Background: an optimization exercise with open tools, aiming at small area, a short achievable clock period and few clock cycles per item. Do not read the settings as production practice. The RTL was checked by simulation tests, not by an equivalence proof against the original design. Power and IR drop assume default switching activity.

==> flow/design.v (excerpt) <==
module cc8_rx (
    input  wire         clk,
    input  wire         rst,         
    input  wire         in_valid,
    input  wire [15:0]  in_edge,     
    input  wire         in_last,     
    output wire         in_ready,
    output reg          out_valid,   
    output wire [127:0] rxb,         
    output wire [7:0]   nbits,       
    output wire         dec_err,     
    output wire [7:0]   zrun_cnt,    
    output wire [4:0]   oct_cnt,     
    output wire [7:0]   crc          
);
Size in the first run: about 220 flip-flops, ~0.0090 mm^2 of cells after synthesis.
==> flow/config.mk <==
export PLATFORM = sky130hd
export DESIGN_NAME = cc8_rx
export DESIGN_NICKNAME = cc8_rx
export VERILOG_FILES = /design/flow/design.v
export SDC_FILE = /design/flow/constraint.sdc
export NUM_CORES = 4
export LEC_CHECK = 0
export CAP_MARGIN = 20
export CORE_MARGIN = 2
export CORE_UTILIZATION = 50
export SLEW_MARGIN = 20
==> flow/constraint.sdc <==
create_clock -name core_clock -period 20.0 [get_ports {clk}]
set_input_delay 4.0000 -clock core_clock [delete_from_list [all_inputs] [get_ports {clk}]]
set_output_delay 4.0000 -clock core_clock [all_outputs]
set_load 0.01 [all_outputs]
standard.sh (not shown) runs the stock make flow with config.mk's settings and CLKGATE_MAP_FILE= SYNTH_SCRIPT=/design/flow/synth_recipe.tcl, a recipe that flattens the netlist after the stock synthesis.
==> flow/flow/run.sh <==
#!/bin/bash
# The standard layout (standard.sh) with three changes of how it is made:
#  - port buffers are buf_1 instead of the delay buffer buffer_ports picks,
#  - repair_timing aims at a setup slack of 14.8 ns (the clock stays 20 ns),
#  - CTS inserts no dummy loads.
set -euo pipefail
CTS="-sink_clustering_enable -repair_clock_nets -sink_clustering_size 25 -sink_clustering_max_diameter 300 -buf_list sky130_fd_sc_hd__clkbuf_16 -dont_use_dummy_load"
bash standard.sh "BUFFER_PORTS_ARGS=-buffer_cell sky130_fd_sc_hd__buf_1" \
    "SETUP_SLACK_MARGIN=14.8" "CTS_ARGS=$CTS" finish > flow_standard.log 2>&1
The first run finished clean.
Testbench counts at the start, summed over its fixed seeds: cycles 7,968, frames 192.
Change:
==> flow/flow/run.sh (replaced) <==
#!/bin/bash
set -euo pipefail
bash standard.sh "BUFFER_PORTS_ARGS=-buffer_cell sky130_fd_sc_hd__buf_1" "SETUP_SLACK_MARGIN=14.8" finish > flow_standard.log 2>&1
- CORE_UTILIZATION: 50 -> 40
- CTS_BUF_LIST: unset -> sky130_fd_sc_hd__clkbuf_16
- CTS_CLUSTER_DIAMETER: unset -> 300
- CTS_CLUSTER_SIZE: unset -> 25
Result: Global-route usage went down by 3.3 points; worst setup slack got worse by 0.0082 ns; core utilization shrinks by 12 points; cell count goes up by about 5.4%; power goes up by about 2.2%; sequential share of layout area drops by 0.59 points; count of clock-buffer cells in the layout goes up by 1; wire length is higher by about 2.4%; synthesized area stays the same.
Change:
==> flow/flow/run.sh (replaced) <==
#!/bin/bash
# The standard layout (standard.sh) with three changes of how it is made:
#  - port buffers are buf_1 instead of the delay buffer buffer_ports picks,
#  - repair_timing aims at a setup slack of 14.8 ns (the clock stays 20 ns),
#  - CTS inserts no dummy loads.
set -euo pipefail
CTS="-sink_clustering_enable -repair_clock_nets -sink_clustering_size 25 -sink_clustering_max_diameter 300 -buf_list sky130_fd_sc_hd__clkbuf_16 -dont_use_dummy_load"
bash standard.sh "BUFFER_PORTS_ARGS=-buffer_cell sky130_fd_sc_hd__buf_1" \
    "SETUP_SLACK_MARGIN=14.8" "CTS_ARGS=$CTS" finish > flow_standard.log 2>&1
- CORE_UTILIZATION: 40 -> 65
- CTS_BUF_LIST: sky130_fd_sc_hd__clkbuf_16 -> unset
- CTS_CLUSTER_DIAMETER: 300 -> unset
- CTS_CLUSTER_SIZE: 25 -> unset
After rerunning: The new run produced a clean layout. Sequential share of layout area went up by 1.4 points. Routed wire length went down by a few percent. Global-route usage went up by 8.9 points. Setup slack is better by 0.010 ns. Cell count went down by roughly a tenth. Count of clock-buffer cells in the layout went down by 1. Clock power went down by a little under a tenth. Register-to-register slack is worse by 0.09 ns. Critical path depth does not change.
Change:
==> flow/flow/run.sh (replaced) <==
#!/bin/bash
set -euo pipefail
bash standard.sh "BUFFER_PORTS_ARGS=-buffer_cell sky130_fd_sc_hd__buf_1" "SETUP_SLACK_MARGIN=15.1" finish > flow_standard.log 2>&1
- CORE_UTILIZATION: 65 -> 40
- CTS_BUF_LIST: unset -> sky130_fd_sc_hd__clkbuf_16
- CTS_CLUSTER_DIAMETER: unset -> 300
- CTS_CLUSTER_SIZE: unset -> 25
=> Power went up by 2.9%; hold slack gets worse by 0.017 ns; flip-flop and latch count does not change; final area went up by 5.8%; die area went up by 60%; worst setup slack gets better by 0.046 ns; synthesized area stays the same.

## what the ideal ports hide
No port has a modelled driver above. Below, the same layouts with a new extraction and two added sets of constraints.
Step 1 assumes that a clkbuf_16 drives the clock port and a buf_2 every other input.
Step 2 moves the port delays by t, midway between the first and last clock arrival at a register: inputs arrive t later, outputs are due t later. That takes back most of the time a late clock gives input paths.
Three values: ideal, step 1, step 2; two values: the first two.
run	t (ns)	setup slack, ns	hold WS [ns]
the first run	0.496	14.867 / 14.825 / 15.175	0.414 / 0.414 / 0.414
the second run	0.505	14.859 / 14.814 / 15.187	0.413 / 0.413 / 0.413
the third run	0.487	14.869 / 14.830 / 15.157	0.430 / 0.430 / 0.430
the fourth run	0.506	14.915 / 14.870 / 15.177	0.413 / 0.413 / 0.413
After both steps every run listed still meets setup and hold.
